What follows belongs to an exercise in optimizing a design on an open flow for small area, a short achievable clock period and few clock cycles per item; a production flow would make more cautious choices.
RTL that was checked went through simulation tests only; none was proved equivalent to the original.
Only the layout flow was run in runs 1 to 3; the RTL was not checked for function there.

<file path="constraint.sdc">
create_clock -name core_clock -period 10.0 [get_ports {clk}]
set_input_delay 2.0000 -clock core_clock [delete_from_list [all_inputs] [get_ports {clk}]]
set_output_delay 2.0000 -clock core_clock [all_outputs]
set_load 0.01 [all_outputs]
</file>
<file path="standard.sh">
#!/bin/bash
# synth_recipe.tcl (not shown) runs the flow's synth.tcl, then flattens the netlist and writes it again
# the make line also repeats each setting of config.mk as NAME=value (left out here)
make -C /OpenROAD-flow-scripts/flow DESIGN_CONFIG=/design/flow/config.mk WORK_HOME=/design/flow/orfs CLKGATE_MAP_FILE= SYNTH_SCRIPT=/design/flow/synth_recipe.tcl "${@:-finish}"
</file>
<file path="flow/abc.script">
strash
&get -n
&dch -x
&nf -R 1000
&put
buffer -c
topo
stime -c
upsize -c
dnsize -c
</file>
<file path="design.v">
module aes_sbox_a (input wire [7:0] x, input wire dec, output wire [11:0] m);
    wire t9 = x[0] ^ x[6];
    wire t10 = x[5] ^ t9;
    wire t11 = x[1] ^ x[2];
    wire t12 = x[7] ^ t10;
    wire t13 = x[1] ^ t10;
    wire t14 = t11 ^ t12;
    wire t15 = x[4] ^ t10;
    wire t16 = x[3] ^ t9;
    wire t17 = t11 ^ t16;
    wire t18 = x[0] ^ x[1];
    wire t19 = x[3] ^ x[4];
    wire t20 = t18 ^ t19;
    wire t21 = x[7] ^ t20;
    wire t22 = x[4] ^ x[6];
    wire t23 = t18 ^ t22;
    wire t24 = x[3] ^ x[6];
    wire t25 = t18 ^ t24;
    wire t26 = x[4] ^ x[7];
    wire t27 = x[0] ^ x[3];
    wire t28 = x[4] ^ t27;
    wire t29 = x[5] ^ t23;
    wire t30 = x[7] ^ t22;
    wire t31 = x[2] ^ x[5];
    wire t32 = x[7] ^ t31;
    wire t33 = ~t22;
    wire t34 = ~t25;
    wire t35 = ~t23;
    wire t36 = ~t28;
    wire t37 = ~t30;
    wire t38 = ~t32;
    wire t39 = dec ? t33 : t13;
    wire t40 = dec ? t34 : t12;
    wire t41 = dec ? t26 : t14;
    wire t42 = dec ? t35 : t15;
    wire t43 = dec ? t36 : t10;
    wire t44 = dec ? t29 : t17;
    wire t45 = dec ? t37 : t21;
    wire t46 = dec ? t38 : x[0];
    wire t47 = t39 ^ t43;
    wire t48 = t40 ^ t44;
    wire t49 = t41 ^ t45;
    wire t50 = t42 ^ t46;
    wire t51 = t47 ^ t48;
    wire t52 = t48 ^ t50;
    wire t53 = t47 ^ t49;
    wire t54 = t39 ^ t41;
    wire t55 = t40 ^ t42;
    wire t56 = t43 ^ t45;
    wire t57 = t44 ^ t46;
    wire t58 = t54 ^ t55;
    wire t59 = t56 ^ t57;
    wire t60 = t58 & t59;
    wire t61 = t54 & t56;
    wire t62 = t60 ^ t61;
    wire t63 = t55 & t57;
    wire t64 = t60 ^ t63;
    wire t65 = t62 ^ t64;
    wire t66 = t39 ^ t40;
    wire t67 = t43 ^ t44;
    wire t68 = t66 & t67;
    wire t69 = t39 & t43;
    wire t70 = t68 ^ t69;
    wire t71 = t40 & t44;
    wire t72 = t68 ^ t71;
    wire t73 = t64 ^ t70;
    wire t74 = t65 ^ t72;
    wire t75 = t41 ^ t42;
    wire t76 = t45 ^ t46;
    wire t77 = t75 & t76;
    wire t78 = t41 & t45;
    wire t79 = t77 ^ t78;
    wire t80 = t42 & t46;
    wire t81 = t77 ^ t80;
    wire t82 = t64 ^ t79;
    wire t83 = t65 ^ t81;
    wire t84 = t51 ^ t73;
    wire t85 = t48 ^ t74;
    wire t86 = t52 ^ t82;
    wire t87 = t53 ^ t83;
    wire t88 = t84 ^ t86;
    wire t89 = t85 ^ t87;
    wire t90 = t88 ^ t89;
    wire t91 = t84 ^ t85;
    wire t92 = t86 ^ t87;
    wire t93 = t91 & t92;
    wire t94 = t84 & t86;
    wire t95 = t93 ^ t94;
    wire t96 = t85 & t87;
    wire t97 = t93 ^ t96;
    wire t98 = t88 ^ t95;
    wire t99 = t90 ^ t97;
    wire t100 = t98 ^ t99;
    wire t101 = t92 & t100;
    wire t102 = t86 & t99;
    wire t103 = t101 ^ t102;
    wire t104 = t87 & t98;
    wire t105 = t101 ^ t104;
    wire t106 = t91 & t100;
    wire t107 = t84 & t99;
    wire t108 = t106 ^ t107;
    wire t109 = t85 & t98;
    wire t110 = t106 ^ t109;
    assign m[0] = t39;
    assign m[1] = t40;
    assign m[2] = t41;
    assign m[3] = t42;
    assign m[4] = t43;
    assign m[5] = t44;
    assign m[6] = t45;
    assign m[7] = t46;
    assign m[8] = t103;
    assign m[9] = t105;
    assign m[10] = t108;
    assign m[11] = t110;
endmodule
module aes_sbox_b (input wire [11:0] m, input wire dec, output wire [7:0] y);
    wire t13 = m[8] ^ m[10];
    wire t14 = m[9] ^ m[11];
    wire t15 = m[4] ^ m[6];
    wire t16 = m[5] ^ m[7];
    wire t17 = t13 ^ t14;
    wire t18 = t15 ^ t16;
    wire t19 = t17 & t18;
    wire t20 = t13 & t15;
    wire t21 = t19 ^ t20;
    wire t22 = t14 & t16;
    wire t23 = t19 ^ t22;
    wire t24 = t21 ^ t23;
    wire t25 = m[8] ^ m[9];
    wire t26 = m[4] ^ m[5];
    wire t27 = t25 & t26;
    wire t28 = m[4] & m[8];
    wire t29 = t27 ^ t28;
    wire t30 = m[5] & m[9];
    wire t31 = t27 ^ t30;
    wire t32 = t23 ^ t29;
    wire t33 = t24 ^ t31;
    wire t34 = m[10] ^ m[11];
    wire t35 = m[6] ^ m[7];
    wire t36 = t34 & t35;
    wire t37 = m[6] & m[10];
    wire t38 = t36 ^ t37;
    wire t39 = m[7] & m[11];
    wire t40 = t36 ^ t39;
    wire t41 = t23 ^ t38;
    wire t42 = t24 ^ t40;
    wire t43 = m[0] ^ m[2];
    wire t44 = m[1] ^ m[3];
    wire t45 = t43 ^ t44;
    wire t46 = t17 & t45;
    wire t47 = t13 & t43;
    wire t48 = t46 ^ t47;
    wire t49 = t14 & t44;
    wire t50 = t46 ^ t49;
    wire t51 = t48 ^ t50;
    wire t52 = m[0] ^ m[1];
    wire t53 = t25 & t52;
    wire t54 = m[0] & m[8];
    wire t55 = t53 ^ t54;
    wire t56 = m[1] & m[9];
    wire t57 = t53 ^ t56;
    wire t58 = t50 ^ t55;
    wire t59 = t51 ^ t57;
    wire t60 = m[2] ^ m[3];
    wire t61 = t34 & t60;
    wire t62 = m[2] & m[10];
    wire t63 = t61 ^ t62;
    wire t64 = m[3] & m[11];
    wire t65 = t61 ^ t64;
    wire t66 = t50 ^ t63;
    wire t67 = t51 ^ t65;
    wire t68 = t32 ^ t66;
    wire t69 = t33 ^ t42;
    wire t70 = t41 ^ t68;
    wire t71 = t42 ^ t59;
    wire t72 = t58 ^ t69;
    wire t73 = t32 ^ t33;
    wire t74 = t58 ^ t73;
    wire t75 = t67 ^ t68;
    wire t76 = t71 ^ t75;
    wire t77 = t69 ^ t70;
    wire t78 = t41 ^ t66;
    wire t79 = ~t72;
    wire t80 = ~t74;
    wire t81 = ~t71;
    wire t82 = ~t78;
    wire t83 = t32 ^ t58;
    wire t84 = t42 ^ t66;
    wire t85 = t33 ^ t83;
    wire t86 = t41 ^ t59;
    wire t87 = t67 ^ t84;
    wire t88 = t41 ^ t85;
    wire t89 = t85 ^ t87;
    wire t90 = t42 ^ t58;
    wire t91 = t32 ^ t86;
    wire t92 = t87 ^ t91;
    wire t93 = t83 ^ t84;
    wire t94 = t86 ^ t93;
    wire t95 = t33 ^ t58;
    wire t96 = dec ? t67 : t79;
    wire t97 = dec ? t83 : t80;
    wire t98 = dec ? t88 : t76;
    wire t99 = dec ? t89 : t77;
    wire t100 = dec ? t90 : t70;
    wire t101 = dec ? t92 : t81;
    wire t102 = dec ? t94 : t82;
    wire t103 = dec ? t95 : t68;
    assign y[0] = t96;
    assign y[1] = t97;
    assign y[2] = t98;
    assign y[3] = t99;
    assign y[4] = t100;
    assign y[5] = t101;
    assign y[6] = t102;
    assign y[7] = t103;
endmodule
module aes_sboxf_a (input wire [7:0] x, output wire [11:0] m);
    wire t8 = x[0] ^ x[6];
    wire t9 = x[5] ^ t8;
    wire t10 = x[1] ^ x[2];
    wire t11 = x[7] ^ t9;
    wire t12 = x[1] ^ t9;
    wire t13 = t10 ^ t11;
    wire t14 = x[4] ^ t9;
    wire t15 = x[3] ^ t8;
    wire t16 = t10 ^ t15;
    wire t17 = x[0] ^ x[1];
    wire t18 = x[3] ^ x[4];
    wire t19 = t17 ^ t18;
    wire t20 = x[7] ^ t19;
    wire t21 = t9 ^ t12;
    wire t22 = t11 ^ t16;
    wire t23 = t13 ^ t20;
    wire t24 = x[0] ^ t14;
    wire t25 = t21 ^ t22;
    wire t26 = t22 ^ t24;
    wire t27 = t21 ^ t23;
    wire t28 = t12 ^ t13;
    wire t29 = t11 ^ t14;
    wire t30 = t9 ^ t20;
    wire t31 = x[0] ^ t16;
    wire t32 = t28 ^ t29;
    wire t33 = t30 ^ t31;
    wire t34 = t32 & t33;
    wire t35 = t28 & t30;
    wire t36 = t34 ^ t35;
    wire t37 = t29 & t31;
    wire t38 = t34 ^ t37;
    wire t39 = t36 ^ t38;
    wire t40 = t11 ^ t12;
    wire t41 = t9 ^ t16;
    wire t42 = t40 & t41;
    wire t43 = t9 & t12;
    wire t44 = t42 ^ t43;
    wire t45 = t11 & t16;
    wire t46 = t42 ^ t45;
    wire t47 = t38 ^ t44;
    wire t48 = t39 ^ t46;
    wire t49 = t13 ^ t14;
    wire t50 = x[0] ^ t20;
    wire t51 = t49 & t50;
    wire t52 = t13 & t20;
    wire t53 = t51 ^ t52;
    wire t54 = x[0] & t14;
    wire t55 = t51 ^ t54;
    wire t56 = t38 ^ t53;
    wire t57 = t39 ^ t55;
    wire t58 = t25 ^ t47;
    wire t59 = t22 ^ t48;
    wire t60 = t26 ^ t56;
    wire t61 = t27 ^ t57;
    wire t62 = t58 ^ t60;
    wire t63 = t59 ^ t61;
    wire t64 = t62 ^ t63;
    wire t65 = t58 ^ t59;
    wire t66 = t60 ^ t61;
    wire t67 = t65 & t66;
    wire t68 = t58 & t60;
    wire t69 = t67 ^ t68;
    wire t70 = t59 & t61;
    wire t71 = t67 ^ t70;
    wire t72 = t62 ^ t69;
    wire t73 = t64 ^ t71;
    wire t74 = t72 ^ t73;
    wire t75 = t66 & t74;
    wire t76 = t60 & t73;
    wire t77 = t75 ^ t76;
    wire t78 = t61 & t72;
    wire t79 = t75 ^ t78;
    wire t80 = t65 & t74;
    wire t81 = t58 & t73;
    wire t82 = t80 ^ t81;
    wire t83 = t59 & t72;
    wire t84 = t80 ^ t83;
    assign m[0] = t12;
    assign m[1] = t11;
    assign m[2] = t13;
    assign m[3] = t14;
    assign m[4] = t9;
    assign m[5] = t16;
    assign m[6] = t20;
    assign m[7] = x[0];
    assign m[8] = t77;
    assign m[9] = t79;
    assign m[10] = t82;
    assign m[11] = t84;
endmodule
module aes_sboxf_b (input wire [11:0] m, output wire [7:0] y);
    wire t12 = m[8] ^ m[10];
    wire t13 = m[9] ^ m[11];
    wire t14 = m[4] ^ m[6];
    wire t15 = m[5] ^ m[7];
    wire t16 = t12 ^ t13;
    wire t17 = t14 ^ t15;
    wire t18 = t16 & t17;
    wire t19 = t12 & t14;
    wire t20 = t18 ^ t19;
    wire t21 = t13 & t15;
    wire t22 = t18 ^ t21;
    wire t23 = t20 ^ t22;
    wire t24 = m[8] ^ m[9];
    wire t25 = m[4] ^ m[5];
    wire t26 = t24 & t25;
    wire t27 = m[4] & m[8];
    wire t28 = t26 ^ t27;
    wire t29 = m[5] & m[9];
    wire t30 = t26 ^ t29;
    wire t31 = t22 ^ t28;
    wire t32 = t23 ^ t30;
    wire t33 = m[10] ^ m[11];
    wire t34 = m[6] ^ m[7];
    wire t35 = t33 & t34;
    wire t36 = m[6] & m[10];
    wire t37 = t35 ^ t36;
    wire t38 = m[7] & m[11];
    wire t39 = t35 ^ t38;
    wire t40 = t22 ^ t37;
    wire t41 = t23 ^ t39;
    wire t42 = m[0] ^ m[2];
    wire t43 = m[1] ^ m[3];
    wire t44 = t42 ^ t43;
    wire t45 = t16 & t44;
    wire t46 = t12 & t42;
    wire t47 = t45 ^ t46;
    wire t48 = t13 & t43;
    wire t49 = t45 ^ t48;
    wire t50 = t47 ^ t49;
    wire t51 = m[0] ^ m[1];
    wire t52 = t24 & t51;
    wire t53 = m[0] & m[8];
    wire t54 = t52 ^ t53;
    wire t55 = m[1] & m[9];
    wire t56 = t52 ^ t55;
    wire t57 = t49 ^ t54;
    wire t58 = t50 ^ t56;
    wire t59 = m[2] ^ m[3];
    wire t60 = t33 & t59;
    wire t61 = m[2] & m[10];
    wire t62 = t60 ^ t61;
    wire t63 = m[3] & m[11];
    wire t64 = t60 ^ t63;
    wire t65 = t49 ^ t62;
    wire t66 = t50 ^ t64;
    wire t67 = t31 ^ t65;
    wire t68 = t32 ^ t41;
    wire t69 = t40 ^ t67;
    wire t70 = t41 ^ t58;
    wire t71 = t57 ^ t68;
    wire t72 = t31 ^ t32;
    wire t73 = t57 ^ t72;
    wire t74 = t66 ^ t67;
    wire t75 = t70 ^ t74;
    wire t76 = t68 ^ t69;
    wire t77 = t40 ^ t65;
    wire t78 = ~t71;
    wire t79 = ~t73;
    wire t80 = ~t70;
    wire t81 = ~t77;
    assign y[0] = t78;
    assign y[1] = t79;
    assign y[2] = t75;
    assign y[3] = t76;
    assign y[4] = t69;
    assign y[5] = t80;
    assign y[6] = t81;
    assign y[7] = t67;
endmodule
module aes_mixcol (
    input  wire [31:0] c,
    output wire [31:0] y
);
    function [7:0] x2;   
        input [7:0] a;
        x2 = {a[6:0], 1'b0} ^ (a[7] ? 8'h1b : 8'h00);
    endfunction
    wire [7:0] a0 = c[7:0], a1 = c[15:8], a2 = c[23:16], a3 = c[31:24];
    wire [7:0] t = a0 ^ a1 ^ a2 ^ a3;
    assign y[7:0]   = a0 ^ t ^ x2(a0 ^ a1);
    assign y[15:8]  = a1 ^ t ^ x2(a1 ^ a2);
    assign y[23:16] = a2 ^ t ^ x2(a2 ^ a3);
    assign y[31:24] = a3 ^ t ^ x2(a3 ^ a0);
endmodule
module aes_inv_mixcol_delta (
    input  wire [31:0] c,
    output wire [31:0] y
);
    function [7:0] x2;   
        input [7:0] a;
        x2 = {a[6:0], 1'b0} ^ (a[7] ? 8'h1b : 8'h00);
    endfunction
    wire [7:0] u = x2(x2(c[7:0]  ^ c[23:16]));
    wire [7:0] v = x2(x2(c[15:8] ^ c[31:24]));
    wire [7:0] t = x2(u ^ v);
    assign y = {t ^ v, t ^ u, t ^ v, t ^ u};
endmodule
module aes256_core (
    input  wire         clk,
    input  wire         rst,
    input  wire         start,
    input  wire [1:0]   op,
    input  wire [255:0] key,
    input  wire [127:0] din,
    output reg          ready,
    output reg          done,
    output reg          err,
    output wire [127:0] dout
);
    function [127:0] sig;
        input [127:0] a;
        sig = {a[63:32], a[95:64], a[127:96], a[31:0]};
    endfunction
    reg [255:0] ks;          
    reg [255:0] ke;          
    reg         kv;          
    reg         wpend;       
    reg         wact;        
    reg         v1, d1, x1;  
    reg [3:0]   c1;          
    reg [127:0] s1;          
    reg [255:0] k1;          
    reg         v2, d2, x2;
    reg         z2;          
    reg [3:0]   c2;
    reg [191:0] m2;          
    reg [47:0]  q2;          
    reg [255:0] k2;
    reg         v3, d3, x3;
    reg [3:0]   c3;
    reg [127:0] u3;          
    reg [255:0] k3;          
    wire last3 = (c3 == 4'd13);
    reg  free3;                     
    reg  fin2;                      
    genvar gi;
    wire [127:0] sr;
    wire [191:0] ma;
    wire [47:0]  qa;
    generate
        for (gi = 0; gi < 16; gi = gi + 1) begin : g_a
            assign sr[8*gi+7:8*gi] =
                s1[8*((gi % 4) + 4*(((gi / 4) + (gi % 4)) % 4)) +: 8];
            aes_sbox_a u_sa (.x(sr[8*gi+7:8*gi]), .dec(d1), .m(ma[12*gi+11:12*gi]));
        end
        for (gi = 0; gi < 4; gi = gi + 1) begin : g_ka
            aes_sboxf_a u_ka (.x(k1[224+8*gi+7:224+8*gi]), .m(qa[12*gi+11:12*gi]));
        end
    endgenerate
    wire [127:0] b;
    wire [31:0]  sw;
    generate
        for (gi = 0; gi < 16; gi = gi + 1) begin : g_b
            aes_sbox_b u_sb (.m(m2[12*gi+11:12*gi]), .dec(d2), .y(b[8*gi+7:8*gi]));
        end
        for (gi = 0; gi < 4; gi = gi + 1) begin : g_kb
            aes_sboxf_b u_kb (.m(q2[12*gi+11:12*gi]), .y(sw[8*gi+7:8*gi]));
        end
    endgenerate
    wire [127:0] rkb = k2[255:128];
    wire [127:0] bb  = (z2 && d2) ? sig(b) : b;
    wire [127:0] kb  = z2 ? rkb : d2 ? sig(rkb) : 128'h0;
    wire [127:0] ub  = bb ^ kb;
    wire [7:0]  rcon = d2 ? (8'h40 >> c2[3:1]) : (8'h01 << c2[3:1]);
    wire [31:0] t    = c2[0] ? sw : ({sw[7:0], sw[31:8]} ^ {24'h0, rcon});
    wire [31:0] l0 = k2[31:0], l1 = k2[63:32], l2 = k2[95:64], l3 = k2[127:96];
    wire [31:0] p1 = l1 ^ l0;
    wire [31:0] p2 = d2 ? (l2 ^ l1) : (l2 ^ l1 ^ l0);
    wire [31:0] p3 = d2 ? (l3 ^ l2) : (l3 ^ l2 ^ l1 ^ l0);
    wire [31:0] te = d2 ? 32'h0 : t;
    wire [31:0] n0 = l0 ^ t;
    wire [31:0] n1 = p1 ^ te;
    wire [31:0] n2 = p2 ^ te;
    wire [31:0] n3 = p3 ^ te;
    wire [255:0] nk = {n3, n2, n1, n0, k2[255:128]};
    wire [127:0] rk = k3[127:0];    
    wire [127:0] ns;
    generate
        for (gi = 0; gi < 4; gi = gi + 1) begin : g_mc
            wire [31:0] dl, mc;
            aes_inv_mixcol_delta u_dl (.c(u3[32*gi+31:32*gi]), .y(dl));
            aes_mixcol u_mc (.c(u3[32*gi+31:32*gi]), .y(mc));
            assign ns[32*gi+31:32*gi] = mc ^ (d3 ? dl : rk[32*gi+31:32*gi]);
        end
    endgenerate
    assign dout = u3;
    wire acc     = start && ready;
    wire blk     = acc && (op != 2'b00);
    wire launch  = blk && kv;
    wire wlaunch = wpend && free3;
    wire ldec    = op[1] && !wpend;
    wire [127:0] s_new = ldec ? sig(din ^ ke[255:128]) : (din ^ ks[127:0]);
    wire [255:0] k_new = ldec ? {ke[127:0], ke[255:128]} : ks;
    wire wpend_n = wlaunch ? 1'b0 : (acc && op == 2'b00) ? 1'b1 : wpend;
    wire wact_n  = (v2 && z2 && x2) ? 1'b0 : wlaunch ? 1'b1 : wact;
    always @(posedge clk) begin
        v2 <= v1; d2 <= d1; x2 <= x1; c2 <= c1; z2 <= (c1 == 4'd13);
        m2 <= ma; q2 <= qa; k2 <= k1;
        v3 <= v2; d3 <= d2; x3 <= x2; c3 <= c2;
        free3 <= !v2 || (c2 == 4'd13);
        fin2  <= v1 && (c1 == 4'd13) && x1;
        u3 <= ub; k3 <= nk;
        done <= 1'b0;
        err  <= 1'b0;
        if (free3) begin
            s1 <= s_new;
            k1 <= k_new;
        end else begin
            s1 <= ns;
            k1 <= k3;
        end
        if (launch) begin
            v1 <= 1'b1; d1 <= op[1]; x1 <= 1'b0; c1 <= 4'd0;
        end else if (wlaunch) begin
            v1 <= 1'b1; d1 <= 1'b0; x1 <= 1'b1; c1 <= 4'd0;
        end else begin
            v1 <= v3 && !last3; d1 <= d3; x1 <= x3; c1 <= c3 + 4'd1;
        end
        ready <= !wpend_n && !wact_n && (!v2 || c2 == 4'd13);
        if (acc && op == 2'b00) begin
            ks <= key;
            kv <= 1'b1;
        end
        wpend <= wpend_n;
        wact  <= wact_n;
        if (blk && !kv) begin
            done <= 1'b1;
            err  <= 1'b1;
        end
        if (v2 && z2)
            done <= 1'b1;
        if (fin2)
            ke <= k2;
        if (rst) begin
            v1 <= 1'b0; v2 <= 1'b0; v3 <= 1'b0;
            free3 <= 1'b1; fin2 <= 1'b0;
            kv <= 1'b0; wpend <= 1'b0; wact <= 1'b0;
            done <= 1'b0;
            ready <= 1'b1;
        end
    end
endmodule
</file>
<file path="flow/run.sh">
#!/bin/bash
# Own flow: the standard layout (standard.sh) with three changes:
#  - synthesis maps with an ABC script suited to XOR-heavy logic
#    (flow/abc.script) and skips the full/half adder extraction; registers,
#    flattening and renaming are the standard synthesis's;
#  - timing repair aims SETUP_SLACK_MARGIN ns below the clock period;
#  - ports are buffered with a plain buffer cell, and the delay cells are
#    not used as buffers.
set -euo pipefail
W=$(pwd)
MARGIN=6.5
SYN=$FLOW_HOME/scripts/synth.tcl
sed -e 's|^\(\s*\)\[env_var_exists_and_non_empty ADDER_MAP_FILE\] &&|\10 \&\& [env_var_exists_and_non_empty ADDER_MAP_FILE] \&\&|' \
    -e "s|^\(\s*\)log_cmd abc {\*}\$abc_args|\1log_cmd abc -script $W/flow/abc.script {*}[lrange \$abc_args 2 end]|" \
    "$SYN" > "$W/synth_own.tcl"
grep -q '0 && \[env_var_exists_and_non_empty ADDER_MAP_FILE\]' "$W/synth_own.tcl"
grep -q "log_cmd abc -script $W/flow/abc.script" "$W/synth_own.tcl"
sed "s|source \$::env(SCRIPTS_DIR)/synth.tcl|source $W/synth_own.tcl|" synth_recipe.tcl > "$W/synth_recipe_own.tcl"
grep -q "source $W/synth_own.tcl" "$W/synth_recipe_own.tcl"
sed -e "s|SYNTH_SCRIPT=[^ ]*|SYNTH_SCRIPT=$W/synth_recipe_own.tcl|" \
    -e "s|\"\${@:-finish}\"|SETUP_SLACK_MARGIN=$MARGIN \"\${@:-finish}\"|" standard.sh > "$W/standard_own.sh"
grep -q "SYNTH_SCRIPT=$W/synth_recipe_own.tcl" "$W/standard_own.sh"
grep -q "SETUP_SLACK_MARGIN=$MARGIN" "$W/standard_own.sh"
export BUFFER_PORTS_ARGS="-buffer_cell sky130_fd_sc_hd__buf_1"
DLY=""
for c in clkdlybuf4s15_1 clkdlybuf4s15_2 clkdlybuf4s18_1 clkdlybuf4s18_2 clkdlybuf4s25_1 \
         clkdlybuf4s25_2 clkdlybuf4s50_1 clkdlybuf4s50_2 dlygate4sd1_1 dlygate4sd2_1 \
         dlygate4sd3_1 dlymetal6s2s_1 dlymetal6s4s_1 dlymetal6s6s_1; do
  DLY="$DLY sky130_fd_sc_hd__$c"
done
export DONT_USE_CELLS="$DLY"
bash "$W/standard_own.sh" > "$W/flow_make.log" 2>&1
</file>
<file path="config.mk">
export PLATFORM = sky130hd
export DESIGN_NAME = aes256_core
export DESIGN_NICKNAME = aes256_core
export VERILOG_FILES = /design/flow/design.v
export SDC_FILE = /design/flow/constraint.sdc
export NUM_CORES = 8
export LEC_CHECK = 0
export CAP_MARGIN = 20
export CORE_MARGIN = 2
export CORE_UTILIZATION = 40
export CTS_BUF_LIST = sky130_fd_sc_hd__clkbuf_16
export CTS_CLUSTER_DIAMETER = 60
export CTS_CLUSTER_SIZE = 25
export SLEW_MARGIN = 20
</file>
==> metrics.md, run 1 <==
| Metric | Value |
|---|---|
| Via density | `5.30` |
| Later-pin clock latency in the skew report | `~880 ps` |
| Detailed-route DRC error count | `0` |
| I/O pin total | `between 500 and 600` |
| Worst Path Class, Setup | `register to register` |
| Commonest non-fill, non-tap cells in the layout | `2,142 x xnor2_1, 1,144 x nand2_1, 1,098 x dfxtp_1` |
| Detail Placement HPWL | `around 260 mm` |
| Slew Viols, Final | `0` |
| RSZ-0062 raised after global routing | `yes` |
| TritonCTS buffer count | `between 100 and 150` |
| Vias after detailed routing | `between 60,000 and 70,000` |
| TritonCTS clock tree | `yes` |
| H-tree Lvls | `4` |
| Count of buffers from port buffering | `519` |
| Minimum clock period | `roughly 3700 ps` |
| Fraction of synthesized cell area taken by the top area cell type | `0.292` |
| Clk_skew | `46.6 ps` |
| Arrival time of the worst setup path | `4400 ps` |
| Weighted congestion reported at the end of routability-driven placement | `about 1` |
| Post-synth EDFFs | `between 500 and 600` |
| Launching element type of the critical path | `register` |
| Buffers from clock root to sink, at most | `3` |
| Final critical-path share of the clock period | `0.366` |
| Drt total wl | `337 mm` |
| Cell area after synthesis | `just under 0.09 mm²` |
| Cell types occupying the most area after synthesis | `dfxtp_1 29%, xnor2_1 23%, edfxtp_1 17%` |
| Outcome | `no timing/DRC/antenna violations` |
| Drt first-iter violations | `8,020` |
| Instance area at placement | `0.0931 mm²` |
| CTS Root Buffer Type | `clkbuf_16` |
| CTS Hold Bufs | `0` |
| Net count reported at finish | `between 9,000 and 10,000` |
| Final setup violation count | `0` |
| Worst endpoint required time | `~11,000 ps` |
| Overall die height | `around 470 µm` |
| Number of warnings reported in the yosys synthesis log | `3` |
| Asr flop ratio synth | `0` |
| Type of the tightest min-delay check | `register to register` |
| Largest incremental delay on the critical path | `roughly 440 ps` |
| Critical path endpoint category | `register` |
| WL/cell | `approximately 27 µm` |
| Area leader, netlist | `dfxtp_1` |
| Highest clock frequency the design can meet | `0.274 GHz` |
| Synthesized instance count | `about 9,000` |
| Most common cell after layout, fill and taps aside | `xnor2_1` |
| Vias in the first global route | `roughly 62,000` |
| Horizontal extent of the die | `474 µm` |
| Clk pin slew, worst setup/hold paths | `around 90 ps` |
| Hold Violations, Final | `0` |
| GRT Resource Usage Total | `0.290` |
| Fill cell total of the finished layout | `approximately 21,000` |
| Final setup TNS | `0 ps` |
| Initial cell density of the core | `0.402` |
| Pin count of the biggest net entering global routing | `224` |
| Initial antenna violation count | `just under 80` |
| CTS sink cnt | `1,802` |
| Die area | `between 0.2 and 0.25 mm²` |
| Number of iterations in the first detailed-routing pass | `6` |
| Worst slack on hold paths | `roughly 310 ps` |
| Worst-path maximum fanout | `7` |
| CP max-delay cell | `dfxtp_2` |
| Worst-path cell chain | `xor2_2 > xnor2_2 > xnor2_1 > a21oi_4 > xnor2_1 > nand2_1 > xor2_4 > xnor2_2 > xnor2_4 > xor2_1 > nand2_1 > o31a_2 > xor2_2 > nand2_1 > xnor2_1` |
| Synthesis-stage register bit count | `1,802` |
| Worst max-slew margin expressed relative to the limit | `0.218` |
| Core occupancy in the finished layout | `0.467` |
| Synth-to-layout area growth | `16.1%` |
| Core area | `around 0.22 mm²` |
| Area of all placed cells without fillers | `around 0.10 mm²` |
| Sequential fraction of the synthesis area | `0.466` |
| Number of nets still failing antenna checks after routing | `0` |
| Worst Path Buf+Inv | `0` |
| Avg Cell Area, Syn | `approximately 9.8 µm²` |
| Synthesized net count | `roughly 9,400` |
| Count of standard-cell rows | `172` |
| Overflow after GRT | `0` |
| Ratio of cells with drive above 1 in the final layout | `0.114` |
| Transition time of the tightest slew-check pin | `1170 ps` |
| Prevailing post-synth register cell | `dfxtp_1` |
| Unique masters post-synth | `63` |
| Cell family with most CP delay | `XOR/XNOR gates` |
| Max-Cap Viols | `0` |
| First-pass GRT wire length | `about 460 mm` |
metrics by stage:
step | setup slack, ps | cells
floorplan | 955 | 8981
global placement | 4930 | 12100
detailed placement | 4940 | 12100
CTS | 6440 | 12400
global route | 6140 | 12500
finish | 6340 | 12500
worst register-to-register path, cell delays in order (launching register included):
cell	delay, ps
dfxtp_2	440
xor2_2	300
xnor2_2	200
xnor2_1	150
a21oi_4	310
xnor2_1	210
nand2_1	180
xor2_4	230
xnor2_2	240
xnor2_4	180
xor2_1	230
nand2_1	120
o31a_2	340
xor2_2	190
nand2_1	100
xnor2_1	130
cell families after synthesis:
| group | count (synthesis) | share of synthesized area |
|---|---|---|
| buf+inv | 443 | 0.0194 |
| xor+xnor | 3253 | 0.324 |
| mux | 107 | 0.0129 |
| simple gates | 2055 | 0.0908 |
| flops | 1802 | 0.466 |
| compound gates | 1319 | 0.0863 |
| fa+ha+maj | 2 | 0.000227 |
synthesized netlist by cell type, types with 88 or more instances:
library cell,number
dfxtp_1,1290
clkbuf_1,251
nand2_1,1145
o22ai_1,88
inv_1,112
xnor2_1,2291
o21ai_0,494
xor2_1,949
nor2_1,786
a31oi_1,206
edfxtp_1,512
a21oi_1,257
final cells by class:
cell class                      count  area (µm²)  area share
Multi-Input combinational cell   6738       47600       0.464
Inverter                          114         430     0.00420
Tap cell                         2871        3590      0.0350
Clock inverter                    125        1750      0.0171
Timing Repair Buffer              658        3500      0.0341
Sequential cell                  1802       41800       0.407
Clock buffer                      153        3830      0.0373
Antenna cell                       36        90.1    0.000879
worst paths after layout:
| check | depth (start not counted) | slack, ps | from | endpoint |
|---|---|---|---|---|
| setup / recovery | 15 | 6340 | s1[89]$_DFF_P_ | m2[189]$_DFF_P_ |
| hold / removal | 0 | 310 | k1[166]$_DFF_P_ | k2[166]$_DFF_P_ |
| setup reg to reg | 15 | 6340 | s1[89]$_DFF_P_ | m2[189]$_DFF_P_ |
| hold reg to reg | 0 | 310 | k1[166]$_DFF_P_ | k2[166]$_DFF_P_ |
registers in the layout, summed over array words and instances, names as in the netlist, 4 cells and up:
name  cells
k1      256
k2      256
k3      256
ke      256
ks      256
m2      192
s1      128
u3      128
q2       44
c1        4
c2        4
c3        4
layer usage:
metal	track usage	wire length [µm]
met1	0.403	144000
met2	0.421	143000
met3	0.0555	29800
met4	0.162	20100
met5	0	130
repair_timing:
action                                  4_1_cts  5_1_grt
gates cloned                                  1        3
pin swaps                                    11       46
hold endpoints to repair                      0        0
endpoints found under the setup margin      326      144
buffers inserted                             42       55
gates resized for setup                     562      225
==> inputs of run 2 (changes only) <==
--- a/config.mk
+++ b/config.mk
@@ -11,4 +11,4 @@
 export CTS_BUF_LIST = sky130_fd_sc_hd__clkbuf_16
-export CTS_CLUSTER_DIAMETER = 60
-export CTS_CLUSTER_SIZE = 25
+export CTS_CLUSTER_DIAMETER = 120
+export CTS_CLUSTER_SIZE = 18
 export SLEW_MARGIN = 20
==> metrics.md, run 2 <==
| Metric | Value |
|---|---|
| Overall die height | `474 µm` |
| Number of nets still failing antenna checks after routing | `0` |
| Commonest non-fill, non-tap cells in the layout | `2,139 x xnor2_1, 1,144 x nand2_1, 1,096 x dfxtp_1` |
| Minimum clock period | `between 3000 and 4000 ps` |
| Core area | `around 0.22 mm²` |
| Fraction of synthesized cell area taken by the top area cell type | `0.292` |
| Count of buffers from port buffering | `slightly above 500` |
| Die area | `between 0.2 and 0.25 mm²` |
| Buffers from clock root to sink, at most | `3` |
| Initial antenna violation count | `84` |
| Slew Viols, Final | `0` |
| Later-pin clock latency in the skew report | `810 ps` |
| H-tree Lvls | `3` |
| Worst Path Buf+Inv | `1` |
| Arrival time of the worst setup path | `4300 ps` |
| Drt first-iter violations | `between 8,000 and 9,000` |
| Met1 demand-to-capacity share in global routing | `0.407` |
| Worst slack on hold paths | `~310 ps` |
| Worst-path maximum fanout | `6` |
| Cell family with most CP delay | `XOR/XNOR gates` |
| Via density | `approximately 5.3` |
| Prevailing post-synth register cell | `dfxtp_1` |
| Cell types occupying the most area after synthesis | `dfxtp_1 29%, xnor2_1 23%, edfxtp_1 17%` |
| Worst Path Class, Setup | `register to register` |
| CTS Root Buffer Type | `clkbuf_16` |
| Most congested layer reported by global routing | `met2` |
| Worst-path cell chain | `xor2_2 > xnor2_2 > buf_6 > xor2_2 > xor2_1 > o21ai_4 > xnor2_2 > nand2b_4 > xor2_4 > xnor2_2 > xnor2_4 > xor2_1 > nand2_1 > o31a_2 > xor2_2 > nand2_1 > xnor2_1` |
| Cell types with the highest counts after synthesis | `2,291 x xnor2_1, 1,290 x dfxtp_1, 1,145 x nand2_1` |
| Count of standard-cell rows | `between 150 and 200` |
| First-pass GRT wire length | `around 460 mm` |
| Outcome | `no timing/DRC/antenna violations` |
| Cell area after synthesis | `approximately 0.088 mm²` |
| Synthesized net count | `9,370` |
| Sequential fraction of the synthesis area | `0.466` |
| Highest clock frequency the design can meet | `0.278 GHz` |
| CTS sink cnt | `1,802` |
| Number of warnings reported in the yosys synthesis log | `3` |
| Area leader, netlist | `dfxtp_1` |
| Type of the tightest min-delay check | `register to register` |
| Critical path endpoint category | `register` |
| Vias in the first global route | `about 60,000` |
| Unique masters post-synth | `63` |
| Avg Cell Area, Syn | `about 10 µm²` |
| Pin count of the biggest net entering global routing | `approximately 220` |
| Worst max-slew margin expressed relative to the limit | `0.224` |
| Max-Cap Viols | `0` |
| DP Cell Count | `12,100` |
| GRT Resource Usage Total | `0.289` |
| Reg2Reg Launch Point | `s1[88]$_DFF_P_` |
| Levels on crit path | `17` |
| Detail Placement HPWL | `around 260 mm` |
| TritonCTS buffer count | `about 110` |
| Worst endpoint required time | `roughly 11,000 ps` |
| GR Layer Usage met2 | `0.424` |
| Endpoint of the most critical register-to-register path | `m2[189]$_DFF_P_` |
| TritonCTS clock tree | `yes` |
| CP endpoint | `m2[189]$_DFF_P_` |
| Cell count of the worst reg-to-reg path | `17` |
| Detailed-route DRC error count | `0` |
| Hold wc startpoint | `k1[202]$_DFF_P_` |
| Final critical-path share of the clock period | `0.360` |
| Ratio of cells with drive above 1 in the final layout | `0.0967` |
| Overflow after GRT | `0` |
| Clk pin slew, worst setup/hold paths | `80 ps` |
| Number of iterations in the first detailed-routing pass | `8` |
| WL/cell | `27.2 µm` |
| R2r setup slk | `roughly 6400 ps` |
| Weighted congestion reported at the end of routability-driven placement | `~1` |
| Critical path origin | `s1[88]$_DFF_P_` |
| Leading cell type by number of instances after synthesis | `xnor2_1` |
| Vias after detailed routing | `around 66,000` |
| Transition time of the tightest slew-check pin | `1160 ps` |
| Post-synth EDFFs | `between 500 and 600` |
| Drt total wl | `roughly 340 mm` |
| Largest incremental delay on the critical path | `roughly 440 ps` |
| Initial cell density of the core | `0.402` |
| Synthesis-stage register bit count | `1,802` |
| Asr flop ratio synth | `0` |
| Clk_skew | `around 39 ps` |
| I/O pin total | `between 500 and 600` |
| Horizontal extent of the die | `approximately 470 µm` |
| Synthesized instance count | `8,981` |
| Synth-to-layout area growth | `13.3%` |
| Launching element type of the critical path | `register` |
| Global-route track usage on met3 | `0.0457` |
| Post-Layout Cell Count | `12,400` |
| Hold Violations, Final | `0` |
| Final setup TNS | `0 ps` |
| Most common cell after layout, fill and taps aside | `xnor2_1` |
| Net count reported at finish | `approximately 10,000` |
| CP max-delay cell | `dfxtp_4` |
| Final setup violation count | `0` |
| RSZ-0062 raised after global routing | `yes` |
==> run 2: worst min-delay path by stage <==
stage / endpoint / cells past startpoint
floorplan: k2[0]$_DFF_P_ / 0
global placement: k2[220]$_DFF_P_ / 0
detailed placement: k2[108]$_DFF_P_ / 0
CTS: k2[187]$_DFF_P_ / 0
global route: k2[196]$_DFF_P_ / 0
finish: k2[202]$_DFF_P_ / 0
==> run 2: worst reg2reg max path: stages (launching register included) <==
cell      delay (ps)
dfxtp_4          440
xor2_2           200
xnor2_2          140
buf_6            140
xor2_2           170
xor2_1           250
o21ai_4          110
xnor2_2          260
nand2b_4         200
xor2_4           220
xnor2_2          180
xnor2_4          180
xor2_1           210
nand2_1           90
o31a_2           330
xor2_2           180
nand2_1           90
xnor2_1          120
==> run 2: cells by family (layout without fill, tap and decap cells) <==
kind of cell,Yosys count,count (layout),synth area share
other,0,40,0
DFF,1802,1802,0.466
buffers and inverters,443,960,0.0194
adders and majority gates,2,2,0.000227
and+or+nand+nor,2055,2057,0.0908
xor gates and xnor gates,3253,3253,0.324
muxes,107,107,0.0129
AOI/OAI and AO/OA,1319,1319,0.0863
==> run 2: final cells by class <==
type	count	area, µm²
sequential	1802	41600
timing repair buffer	641	3330
inverter	114	430
tap	2871	3590
clock buffer	113	2830
multi-input combinational	6738	47700
fill	20800	119000
clock inverter	92	448
antenna	40	100
==> run 2: layer usage <==
metal | wire [µm] | vias up
met5 | 82 | -
met1 | 146000 | 32400
met4 | 18600 | 14
li1 | - | 30000
met3 | 27700 | 481
met2 | 145000 | 2920
==> run 2: stage by stage <==
| step | utilization | cell area (µm²) | setup WS (ps) |
|---|---|---|---|
| 2_1_floorplan | - | 88400 | 955 |
| 3_3_place_gp | 0.424 | 93100 | 4930 |
| 3_5_place_dp | 0.424 | 93100 | 4940 |
| 4_1_cts | 0.445 | 97800 | 6280 |
| 5_1_grt | 0.456 | 100000 | 6210 |
| 6_report | 0.456 | 100000 | 6400 |
==> run 2: timing repair <==
action                                 4_1_cts  5_1_grt
hold buffers                                 0        0
setup endpoints to repair                  375      182
resized for setup                          428      279
endpoints found under the hold margin        0        0
pin swaps                                   11       52
setup buffers                               17       62
cloned                                       1        4
==> inputs of run 3 (changes only) <==
--- a/design.v
+++ b/design.v
@@ -403,3 +403,3 @@
 endmodule
-module aes_inv_mixcol_delta (
+module aes_inv_mixcol_pre (
     input  wire [31:0] c,
@@ -407,10 +407,13 @@
 );
-    function [7:0] x2;   
+    function [7:0] x4;   
         input [7:0] a;
-        x2 = {a[6:0], 1'b0} ^ (a[7] ? 8'h1b : 8'h00);
+        reg   [7:0] t;
+        begin
+            t  = {a[6:0], 1'b0} ^ (a[7] ? 8'h1b : 8'h00);
+            x4 = {t[6:0], 1'b0} ^ (t[7] ? 8'h1b : 8'h00);
+        end
     endfunction
-    wire [7:0] u = x2(x2(c[7:0]  ^ c[23:16]));
-    wire [7:0] v = x2(x2(c[15:8] ^ c[31:24]));
-    wire [7:0] t = x2(u ^ v);
-    assign y = {t ^ v, t ^ u, t ^ v, t ^ u};
+    wire [7:0] u = x4(c[7:0]  ^ c[23:16]);
+    wire [7:0] v = x4(c[15:8] ^ c[31:24]);
+    assign y = {c[31:24] ^ v, c[23:16] ^ u, c[15:8] ^ v, c[7:0] ^ u};
 endmodule
@@ -498,6 +501,6 @@
         for (gi = 0; gi < 4; gi = gi + 1) begin : g_mc
-            wire [31:0] dl, mc;
-            aes_inv_mixcol_delta u_dl (.c(u3[32*gi+31:32*gi]), .y(dl));
-            aes_mixcol u_mc (.c(u3[32*gi+31:32*gi]), .y(mc));
-            assign ns[32*gi+31:32*gi] = mc ^ (d3 ? dl : rk[32*gi+31:32*gi]);
+            wire [31:0] pre, mc;
+            aes_inv_mixcol_pre u_pre (.c(u3[32*gi+31:32*gi]), .y(pre));
+            aes_mixcol u_mc (.c(d3 ? pre : u3[32*gi+31:32*gi]), .y(mc));
+            assign ns[32*gi+31:32*gi] = mc ^ (d3 ? 32'h0 : rk[32*gi+31:32*gi]);
         end
--- a/config.mk
+++ b/config.mk
@@ -11,4 +11,4 @@
 export CTS_BUF_LIST = sky130_fd_sc_hd__clkbuf_16
-export CTS_CLUSTER_DIAMETER = 120
-export CTS_CLUSTER_SIZE = 18
+export CTS_CLUSTER_DIAMETER = 60
+export CTS_CLUSTER_SIZE = 25
 export SLEW_MARGIN = 20
==> metrics.md, run 3 <==
| Metric | Value |
|---|---|
| WL/cell | `about 26 µm` |
| Overflow after GRT | `0` |
| Ratio of cells with drive above 1 in the final layout | `0.112` |
| Die area | `approximately 0.23 mm²` |
| DP Cell Count | `~12,000` |
| Pin count of the biggest net entering global routing | `~180` |
| Synthesized-area fraction occupied by adder cells | `0.000113` |
| Detailed-route DRC error count | `0` |
| Arrival time of the worst setup path | `4240 ps` |
| Overall die height | `approximately 480 µm` |
| Buffers from clock root to sink, at most | `3` |
| Core area | `0.220 mm²` |
| Number of iterations in the first detailed-routing pass | `6` |
| Final critical-path share of the clock period | `0.350` |
| Synthesized instance count | `roughly 9,000` |
| Prevailing post-synth register cell | `dfxtp_1` |
| Drt first-iter violations | `around 7,400` |
| CTS Root Buffer Type | `clkbuf_16` |
| CTS Hold Bufs | `0` |
| Synthesized net count | `roughly 9,500` |
| Detail Placement HPWL | `around 260 mm` |
| Cell types with the highest counts after synthesis | `2,223 x xnor2_1, 1,290 x dfxtp_1, 1,193 x nand2_1` |
| Avg Cell Area, Syn | `9.80 µm²` |
| Clk pin slew, worst setup/hold paths | `~90 ps` |
| Worst endpoint required time | `~11,000 ps` |
| Initial antenna violation count | `61` |
| Via density | `~5.2` |
| Cell types occupying the most area after synthesis | `dfxtp_1 29%, xnor2_1 22%, edfxtp_1 17%` |
| Highest clock frequency the design can meet | `around 0.29 GHz` |
| Outcome | `no timing/DRC/antenna violations` |
| Cell area after synthesis | `just under 0.09 mm²` |
| Synth-to-layout area growth | `15.5%` |
| Launching element type of the critical path | `register` |
| Clk_skew | `about 54 ps` |
| CTS sink cnt | `1,802` |
| Worst max-slew margin expressed relative to the limit | `0.285` |
| Commonest non-fill, non-tap cells in the layout | `2,091 x xnor2_1, 1,191 x nand2_1, 1,118 x dfxtp_1` |
| Critical path endpoint category | `register` |
| Post-synth EDFFs | `slightly above 500` |
| Transition time of the tightest slew-check pin | `1060 ps` |
| Final setup TNS | `0 ps` |
| H-tree Lvls | `4` |
| Number of nets still failing antenna checks after routing | `0` |
| GRT Resource Usage Total | `0.285` |
| Instance area at placement | `between 0.09 and 0.1 mm²` |
| Fraction of synthesized cell area taken by the top area cell type | `0.291` |
| Synthesis-stage register bit count | `about 1,800` |
| I/O pin total | `520` |
| Most common cell after layout, fill and taps aside | `xnor2_1` |
| Initial cell density of the core | `0.404` |
| Count of buffers from port buffering | `519` |
| Worst Path Class, Setup | `register to register` |
| Horizontal extent of the die | `475 µm` |
| Count of standard-cell rows | `~170` |
| Post-synthesis share of cell area spent on xor and xnor gates | `0.322` |
| Unique masters post-synth | `between 60 and 70` |
| Later-pin clock latency in the skew report | `approximately 860 ps` |
| Worst slack on hold paths | `308 ps` |
| Type of the tightest min-delay check | `register to register` |
| Hold Violations, Final | `0` |
| Final setup violation count | `0` |
| RSZ-0062 raised after global routing | `yes` |
| Max-Cap Viols | `0` |
| Weighted congestion reported at the end of routability-driven placement | `about 0.99` |
| Slew Viols, Final | `0` |
| Asr flop ratio synth | `0` |
| Number of warnings reported in the yosys synthesis log | `3` |
| Drt total wl | `335 mm` |
| Leading cell type by number of instances after synthesis | `xnor2_1` |
| Fraction of the mapped netlist area in simple logic gates | `0.0957` |
| Worst-path maximum fanout | `7` |
| Sequential fraction of the synthesis area | `0.464` |
| Minimum clock period | `3500 ps` |
| TritonCTS buffer count | `between 100 and 150` |
| Vias after detailed routing | `around 66,000` |
| First-pass GRT wire length | `456 mm` |
| Multiplexer fraction of the synthesized cell area | `0.0119` |
| TritonCTS clock tree | `yes` |
| Vias in the first global route | `approximately 62,000` |
| Area leader, netlist | `dfxtp_1` |
| Largest family of logic cells by synthesized area | `XOR/XNOR gates` |
| Net count reported at finish | `between 9,000 and 10,000` |
| Area of all placed cells without fillers | `slightly above 0.1 mm²` |
| Post-synthesis compound-gate area fraction | `0.0871` |
| Post-Layout Cell Count | `12,700` |
==> run 3: cell count changes in the layout (fill, tap and decap cells not counted), moves of 22 or more <==
cell and change:
o21ai_0 -131, a21oi_1 +98, inv_1 -50, xnor2_1 -48, nand2_1 +47, clkbuf_16 +40, buf_4 +26, nor2_1 +26
xor2_1 +26, dfxtp_1 +22
==> run 3: cell type report <==
class / count / area (µm²)
Timing Repair Buffer: 661 / 3500
Inverter: 141 / 534
Tap cell: 2958 / 3700
Clock inverter: 110 / 1310
Clock buffer: 154 / 3850
Multi-Input combinational cell: 6818 / 48100
Antenna cell: 25 / 62.6
Fill cell: 20800 / 118000
Sequential cell: 1802 / 41600
==> run 3: repair_timing <==
item	in CTS	in global routing
gates resized for setup	411	276
endpoints found under the setup margin	416	177
gates cloned	2	3
buffers inserted	24	78
pin swaps	8	76
==> run 3: per-layer routing <==
layer	up-vias	global-route usage	part of all wire
met5	-	0	0.00016
met4	8	0.137	0.055
met3	513	0.0429	0.077
met2	2808	0.426	0.43
met1	32600	0.400	0.44
li1	30500	-	-
==> run 3: metrics by stage <==
stage | setup slack, ps | utilization
after detailed placement | 4910 | 0.426
after floorplan | 955 | -
after CTS | 6430 | 0.456
after global routing | 6310 | 0.466
final | 6500 | 0.466
after global placement | 4880 | 0.426
==> run 3: critical path: stages, from the launching register on <==
cell	delay, ps
dfxtp_4	510
xnor2_1	170
or2_2	350
xnor2_2	290
xnor2_2	150
xnor2_2	170
buf_4	160
xnor2_2	300
xnor2_2	160
nor3_1	220
nor3_1	100
a21oi_2	270
xnor2_1	180
nand2_1	120
xnor2_2	280
==> run 3: path summary, 6_finish.rpt <==
| path | from | end | slack (ps) | depth (start not counted) |
|---|---|---|---|---|
| max | k2[232]$_DFF_P_ | k3[195]$_DFF_P_ | 6500 | 14 |
| min | k1[76]$_DFF_P_ | k2[76]$_DFF_P_ | 310 | 0 |
| max reg2reg | k2[232]$_DFF_P_ | k3[195]$_DFF_P_ | 6500 | 14 |
| min reg2reg | k1[76]$_DFF_P_ | k2[76]$_DFF_P_ | 310 | 0 |
==> run 3: cells by family after synthesis <==
kind of cell / count (synthesis)
xor+xnor: 3236
simple gates: 2164
flops: 1802
compound gates: 1314
buf+inv: 447
mux: 101
fa+ha+maj: 1
==> inputs of run 4 (changes only) <==
--- a/design.v
+++ b/design.v
@@ -392,12 +392,14 @@
 );
-    function [7:0] x2;   
-        input [7:0] a;
-        x2 = {a[6:0], 1'b0} ^ (a[7] ? 8'h1b : 8'h00);
-    endfunction
-    wire [7:0] a0 = c[7:0], a1 = c[15:8], a2 = c[23:16], a3 = c[31:24];
-    wire [7:0] t = a0 ^ a1 ^ a2 ^ a3;
-    assign y[7:0]   = a0 ^ t ^ x2(a0 ^ a1);
-    assign y[15:8]  = a1 ^ t ^ x2(a1 ^ a2);
-    assign y[23:16] = a2 ^ t ^ x2(a2 ^ a3);
-    assign y[31:24] = a3 ^ t ^ x2(a3 ^ a0);
+    wire [7:0] a0 = c[7:0];
+    wire [7:0] a1 = c[15:8];
+    wire [7:0] a2 = c[23:16];
+    wire [7:0] a3 = c[31:24];
+    wire [7:0] x0 = {a0[6:0], 1'b0} ^ (a0[7] ? 8'h1b : 8'h00);
+    wire [7:0] x1 = {a1[6:0], 1'b0} ^ (a1[7] ? 8'h1b : 8'h00);
+    wire [7:0] x2 = {a2[6:0], 1'b0} ^ (a2[7] ? 8'h1b : 8'h00);
+    wire [7:0] x3 = {a3[6:0], 1'b0} ^ (a3[7] ? 8'h1b : 8'h00);
+    assign y[7:0]   = x0 ^ (x1 ^ a1) ^ a2 ^ a3;
+    assign y[15:8]  = a0 ^ x1 ^ (x2 ^ a2) ^ a3;
+    assign y[23:16] = a0 ^ a1 ^ x2 ^ (x3 ^ a3);
+    assign y[31:24] = (x0 ^ a0) ^ a1 ^ a2 ^ x3;
 endmodule
--- a/config.mk
+++ b/config.mk
@@ -11,4 +11,4 @@
 export CTS_BUF_LIST = sky130_fd_sc_hd__clkbuf_16
-export CTS_CLUSTER_DIAMETER = 60
-export CTS_CLUSTER_SIZE = 25
+export CTS_CLUSTER_DIAMETER = 70
+export CTS_CLUSTER_SIZE = 22
 export SLEW_MARGIN = 20
==> metrics.md, run 4 <==
| Metric | Value |
|---|---|
| Synthesis-stage register bit count | `about 1,800` |
| Asr flop ratio synth | `0` |
| Launching element type of the critical path | `register` |
| Number of stages on the worst hold path | `0` |
| Final setup TNS | `0 ps` |
| Largest incremental delay on the critical path | `between 400 and 500 ps` |
| Type of the tightest min-delay check | `register to register` |
| CTS Root Buffer Type | `clkbuf_16` |
| Vias after detailed routing | `66,300` |
| Horizontal extent of the die | `between 400 and 500 µm` |
| Count of buffers from port buffering | `about 520` |
| Hold wc startpoint | `k1[213]$_DFF_P_` |
| CP max-delay cell | `dfxtp_2` |
| Outcome | `no timing/DRC/antenna violations` |
| First-pass GRT wire length | `468 mm` |
| Core area | `between 0.2 and 0.25 mm²` |
| Initial antenna violation count | `72` |
| GRT Resource Usage Total | `0.289` |
| Worst Path Class, Setup | `register to primary output` |
| Critical path endpoint category | `primary output` |
| Sequential fraction of the synthesis area | `0.461` |
| Hold Violations, Final | `0` |
| TritonCTS buffer count | `130` |
| Number of iterations in the first detailed-routing pass | `6` |
| Cell types with the highest counts after synthesis | `2,259 x xnor2_1, 1,290 x dfxtp_1, 1,159 x nand2_1` |
| R2r setup slk | `approximately 6500 ps` |
| Count of standard-cell rows | `about 170` |
| Cell count of the worst reg-to-reg path | `9` |
| Pin count of the biggest net entering global routing | `around 190` |
| Avg Cell Area, Syn | `slightly below 10 µm²` |
| Worst endpoint required time | `8000 ps` |
| Levels on crit path | `1` |
| Transition time of the tightest slew-check pin | `1290 ps` |
| Cell family with most CP delay | `flip-flops` |
| Instance area at placement | `between 0.09 and 0.1 mm²` |
| Worst slack on hold paths | `311 ps` |
| Reg2Reg Launch Point | `u3[54]$_DFF_P_` |
| Post-synth EDFFs | `between 500 and 600` |
| Final setup violation count | `0` |
| Clk_skew | `60.2 ps` |
| Buffers from clock root to sink, at most | `3` |
| Arrival time of the worst setup path | `1470 ps` |
| Worst-path cell chain | `buf_2` |
| Detailed-route DRC error count | `0` |
| Drt first-iter violations | `between 8,000 and 9,000` |
| Number of warnings reported in the yosys synthesis log | `2` |
| Synth-to-layout area growth | `13.5%` |
| Area of all placed cells without fillers | `roughly 0.1 mm²` |
| Slew Viols, Final | `0` |
| Ratio of cells with drive above 1 in the final layout | `0.0927` |
| Most common cell after layout, fill and taps aside | `xnor2_1` |
| CTS Hold Bufs | `0` |
| Worst Path Buf+Inv | `1` |
| I/O pin total | `520` |
| Synthesized net count | `about 9,400` |
| Commonest non-fill, non-tap cells in the layout | `2,171 x xnor2_1, 1,158 x nand2_1, 1,116 x dfxtp_1` |
| Worst max-slew margin expressed relative to the limit | `0.138` |
| Detail Placement HPWL | `roughly 270 mm` |
| Drt total wl | `about 340 mm` |
| Min-Delay Endpoint | `k2[213]$_DFF_P_` |
| Prevailing post-synth register cell | `dfxtp_1` |
| H-tree Lvls | `4` |
| RSZ-0062 raised after global routing | `yes` |
| Overflow after GRT | `0` |
| Initial cell density of the core | `0.402` |
| Area leader, netlist | `dfxtp_1` |
| Endpoint of the most critical register-to-register path | `s1[52]$_DFF_P_` |
| TritonCTS clock tree | `yes` |
| Via density | `~5.3` |
| Worst-path maximum fanout | `4` |
| Net count reported at finish | `9,909` |
| Later-pin clock latency in the skew report | `860 ps` |
| Final critical-path share of the clock period | `0.347` |
| WL/cell | `about 27 µm` |
| Number of nets still failing antenna checks after routing | `0` |
| Fraction of synthesized cell area taken by the top area cell type | `0.289` |
| CTS sink cnt | `between 1,500 and 2,000` |
| Vias in the first global route | `roughly 62,000` |
| Weighted congestion reported at the end of routability-driven placement | `approximately 1` |
| Overall die height | `between 400 and 500 µm` |
| Fill cell total of the finished layout | `around 21,000` |
| Clk pin slew, worst setup/hold paths | `90 ps` |
| Synthesized instance count | `9,059` |
| Leading cell type by number of instances after synthesis | `xnor2_1` |
| Highest clock frequency the design can meet | `between 0.2 and 0.3 GHz` |
| Max-Cap Viols | `0` |
| Minimum clock period | `between 3000 and 4000 ps` |
| Die area | `0.227 mm²` |
| Cell types occupying the most area after synthesis | `dfxtp_1 29%, xnor2_1 22%, edfxtp_1 17%` |
| Unique masters post-synth | `64` |
| Cell area after synthesis | `around 0.089 mm²` |
-- run 4: area by class of cell --
class                           count  area [µm²]  share of cell area
Clock buffer                      136        3400              0.0336
Sequential cell                  1802       41500               0.410
Multi-Input combinational cell   6823       47800               0.472
Tap cell                         2975        3720              0.0367
Clock inverter                     99        1020              0.0100
Timing Repair Buffer              630        3290              0.0324
Inverter                          133         510             0.00504
Antenna cell                       26        65.1            0.000642
-- run 4: worst max-delay path by stage --
stage | from | endpoint | slack (ps)
detailed placement | op[1] | s1[19]$_DFF_P_ | 4910
finish | u3[105]$_DFF_P_ | dout[105] | 6530
floorplan | start | ready$_SDFF_PP1_ | 950
global route | s1[72]$_DFF_P_ | m2[70]$_DFF_P_ | 6370
CTS | k2[248]$_DFF_P_ | k3[218]$_DFF_P_ | 6330
global placement | op[1] | s1[19]$_DFF_P_ | 4960
-- run 4: what timing repair did --
item | 4_1_cts | 5_1_grt
gates cloned | 6 | 3
setup endpoints to repair | 534 | 329
resized for setup | 337 | 192
buffers inserted | 12 | 52
pin swaps | 5 | 30
-- run 4: kinds of logic after synthesis --
family,Yosys count,synth area share
flip-flops,1802,0.461
AO/OA/AOI/OAI,1293,0.0870
XOR/XNOR,3286,0.326
AND/OR/NAND/NOR,2138,0.0940
multiplexers,103,0.0120
buffers and inverters,437,0.0197
-- run 4: metrics by stage --
stage | util | std cells | setup slack, ps
3_3_place_gp | 0.424 | 12300 | 4960
6_report | 0.456 | 12600 | 6530
3_5_place_dp | 0.424 | 12300 | 4910
2_1_floorplan | - | 9059 | 955
4_1_cts | 0.449 | 12500 | 6330
5_1_grt | 0.456 | 12600 | 6370
-- run 4: routing by layer --
| layer | part of all wire | vias up | track usage | wire length (µm) |
|---|---|---|---|---|
| li1 | - | 30400 | - | - |
| met1 | 0.44 | 32500 | 0.412 | 149000 |
| met2 | 0.42 | 2901 | 0.422 | 145000 |
| met3 | 0.081 | 533 | 0.0401 | 27900 |
| met4 | 0.060 | 14 | 0.152 | 20500 |
| met5 | 0.00028 | - | 0 | 97 |
Testbench counts of run 4, summed over its fixed seeds: cycles 12,152, blocks 768.
==> inputs of run 5 (changes only) <==
--- a/config.mk
+++ b/config.mk
@@ -13,2 +13,3 @@
 export CTS_CLUSTER_SIZE = 22
+export PLACE_DENSITY = 0.7
 export SLEW_MARGIN = 20
==> metrics.md, run 5 <==
| Metric | Value |
|---|---|
| Outcome | `no timing/DRC/antenna violations` |
| Post-synthesis share of cell area spent on xor and xnor gates | `0.326` |
| First-pass GRT wire length | `around 460 mm` |
| Worst Path Buf+Inv | `0` |
| Initial antenna violation count | `62` |
| Final setup violation count | `0` |
| Post-synthesis compound-gate area fraction | `0.0870` |
| Synthesized net count | `9,448` |
| Cell area after synthesis | `between 0.08 and 0.09 mm²` |
| Most common cell after layout, fill and taps aside | `xnor2_1` |
| Uppermost metal layer occupied by signal nets | `met5` |
| Fraction of synthesized cell area taken by the top area cell type | `0.289` |
| Count of buffers from port buffering | `approximately 520` |
| Highest clock frequency the design can meet | `0.287 GHz` |
| Via density | `5.31` |
| Area of combinational cells with multiple inputs | `roughly 0.048 mm²` |
| Synthesized-area fraction occupied by adder cells | `0` |
| Transition time of the tightest slew-check pin | `between 1000 and 1500 ps` |
| Die area | `~0.23 mm²` |
| Worst endpoint required time | `10,720 ps` |
| Launching element type of the critical path | `register` |
| Met2 routed wirelength | `roughly 150 mm` |
| Count of standard-cell rows | `173` |
| Cell family with most CP delay | `XOR/XNOR gates` |
| WL/cell | `26.8 µm` |
| Synth-to-layout area growth | `13.4%` |
| Max-Cap Viols | `0` |
| Detailed-route DRC error count | `0` |
| Cell types with the highest counts after synthesis | `2,259 x xnor2_1, 1,290 x dfxtp_1, 1,159 x nand2_1` |
| Avg Cell Area, Syn | `roughly 9.9 µm²` |
| Synthesized instance count | `9,059` |
| TritonCTS buffer count | `131` |
| Number of nets still failing antenna checks after routing | `0` |
| Arrival time of the worst setup path | `~4200 ps` |
| Overflow after GRT | `0` |
| Number of warnings reported in the yosys synthesis log | `2` |
| Commonest non-fill, non-tap cells in the layout | `2,168 x xnor2_1, 1,155 x nand2_1, 1,128 x dfxtp_1` |
| Core occupancy in the finished layout | `0.456` |
| Horizontal extent of the die | `~480 µm` |
| Vias in the first global route | `approximately 63,000` |
| Worst-path maximum fanout | `5` |
| Leading cell type by number of instances after synthesis | `xnor2_1` |
| H-tree Lvls | `4` |
| Unique masters post-synth | `64` |
| Asr flop ratio synth | `0` |
| Final critical-path share of the clock period | `0.348` |
| Sequential fraction of the synthesis area | `0.461` |
| CTS Root Buffer Type | `clkbuf_16` |
| Area leader, netlist | `dfxtp_1` |
| TritonCTS clock tree | `yes` |
| Core area | `about 0.22 mm²` |
| Number of iterations in the first detailed-routing pass | `8` |
| Buffers from clock root to sink, at most | `3` |
| Clk_skew | `slightly below 50 ps` |
| Fill cell total of the finished layout | `~21,000` |
| Weighted congestion reported at the end of routability-driven placement | `0.996` |
| I/O pin total | `between 500 and 600` |
| Sequential cell area in the final layout | `0.0416 mm²` |
| Net count reported at finish | `roughly 9,900` |
| CTS sink cnt | `about 1,800` |
| Largest incremental delay on the critical path | `700 ps` |
| Post-Place Worst Slack | `between 4000 and 5000 ps` |
| Cell types occupying the most area after synthesis | `dfxtp_1 29%, xnor2_1 22%, edfxtp_1 17%` |
| Slew Viols, Final | `0` |
| Worst-path cell chain | `xor2_1 > nand2_1 > xor2_1 > xor2_1 > xor2_1 > xnor2_1 > xnor2_1 > xnor2_1 > o22ai_1` |
| Synthesis-stage register bit count | `1,802` |
| Drt total wl | `approximately 340 mm` |
| Pin count of the biggest net entering global routing | `189` |
| RSZ-0062 raised after global routing | `yes` |
| Ratio of cells with drive above 1 in the final layout | `0.0906` |
| Post-Layout Cell Count | `approximately 13,000` |
| Wire length on met3 | `approximately 30 mm` |
| Worst Path Class, Setup | `register to register` |
| Initial cell density of the core | `0.402` |
| Critical path endpoint category | `register` |
| Detail Placement HPWL | `267 mm` |
| Worst max-slew margin expressed relative to the limit | `0.175` |
| DP Cell Count | `between 10,000 and 15,000` |
| Post-synth EDFFs | `approximately 510` |
| Vias after detailed routing | `around 67,000` |
| Drt first-iter violations | `8,737` |
| R2r setup slk | `6520 ps` |
| Multiplexer fraction of the synthesized cell area | `0.0120` |
| Cell occurring most often along the worst timing path | `xor2_1` |
| Type of the tightest min-delay check | `register to register` |
| CP max-delay cell | `xnor2_1` |
| Final setup TNS | `0 ps` |
| Setup WS post-layout | `roughly 6500 ps` |
| Clk pin slew, worst setup/hold paths | `roughly 100 ps` |
| Minimum clock period | `3480 ps` |
| Hold Violations, Final | `0` |
| Largest family of logic cells by synthesized area | `XOR/XNOR gates` |
| Wire length on met1 | `140 mm` |
| GRT Resource Usage Total | `0.285` |
| Fraction of the mapped netlist area in simple logic gates | `0.0940` |
| Overall die height | `~480 µm` |
| Later-pin clock latency in the skew report | `around 860 ps` |
| Prevailing post-synth register cell | `dfxtp_1` |
## run 5: cell type report
| class | count | area share |
|---|---|---|
| sequential | 1802 | 0.411 |
| clock inverter | 105 | 0.00950 |
| timing repair buffer | 635 | 0.0322 |
| antenna | 34 | 0.000840 |
| multi-input combinational | 6822 | 0.472 |
| tap | 2975 | 0.0368 |
| inverter | 133 | 0.00504 |
| clock buffer | 136 | 0.0336 |
## run 5: final timing paths
path         cells after the start              end            start
max                              9   s1[32]$_DFF_P_   u3[61]$_DFF_P_
max reg2reg                      9   s1[32]$_DFF_P_   u3[61]$_DFF_P_
min                              0  k2[187]$_DFF_P_  k1[187]$_DFF_P_
min reg2reg                      0  k2[187]$_DFF_P_  k1[187]$_DFF_P_
## run 5: kinds of logic after synthesis
family | count (synthesis)
simple gates | 2138
mux | 103
xor+xnor | 3286
flops | 1802
buf+inv | 437
compound gates | 1293
## run 5: metal layers
metal  up-vias  GRT usage
li1      30400          -
met1     32800      0.387
met2      3334      0.421
met3       634     0.0492
met4         6      0.178
met5         -          0
## run 5: what timing repair did
item / in CTS / in global routing
setup endpoints to repair: 546 / 306
gates cloned: 4 / 0
hold buffers: 0 / 0
hold endpoints to repair: 0 / 0
gates resized for setup: 320 / 196
buffers inserted: 18 / 60
pin swaps: 5 / 51
## run 5: metrics by stage
stage	area, µm²	hold WS [ps]
2_1_floorplan	89300	310
3_3_place_gp	94200	311
3_5_place_dp	94200	312
4_1_cts	99600	323
5_1_grt	101000	327
6_report	101000	313

==> what the ideal ports hide <==
In the flow no input, the clock included, has a driving cell. The finished layouts below were timed again as built, in two steps.
Step 1: set_driving_cell puts a clkbuf_16 on clk and a buf_2 on each other input, an assumption about the parent block.
Step 2 also shifts input and output timing later by t, the mid clock arrival at the registers, as if the neighbouring blocks saw the same clock.
Slacks: ideal ports / drivers / drivers and shift; pairs: ideal ports / drivers.
run | t, ns | setup WS [ns] | clock arrival spread, ns | worst register clock-pin slew, ns | pins driven straight from the clock port
run 1 | 0.940 | 6.344 / 6.344 / 5.730 | 0.054 / 0.054 | 0.10 / 0.10 | 1
run 2 | 0.887 | 6.401 / 6.401 / 5.761 | 0.049 / 0.049 | 0.10 / 0.10 | 1
run 3 | 0.917 | 6.499 / 6.438 / 5.669 | 0.062 / 0.062 | 0.10 / 0.10 | 1
run 4 | 0.929 | 6.532 / 6.431 / 5.689 | 0.064 / 0.064 | 0.10 / 0.10 | 1
run 5 | 0.926 | 6.517 / 6.435 / 5.709 | 0.060 / 0.060 | 0.10 / 0.10 | 1
After both steps every run listed still meets setup and hold. The setup slack of run 4, which loses most, moves by -0.101 ns with the drivers and by -0.843 ns with both steps.
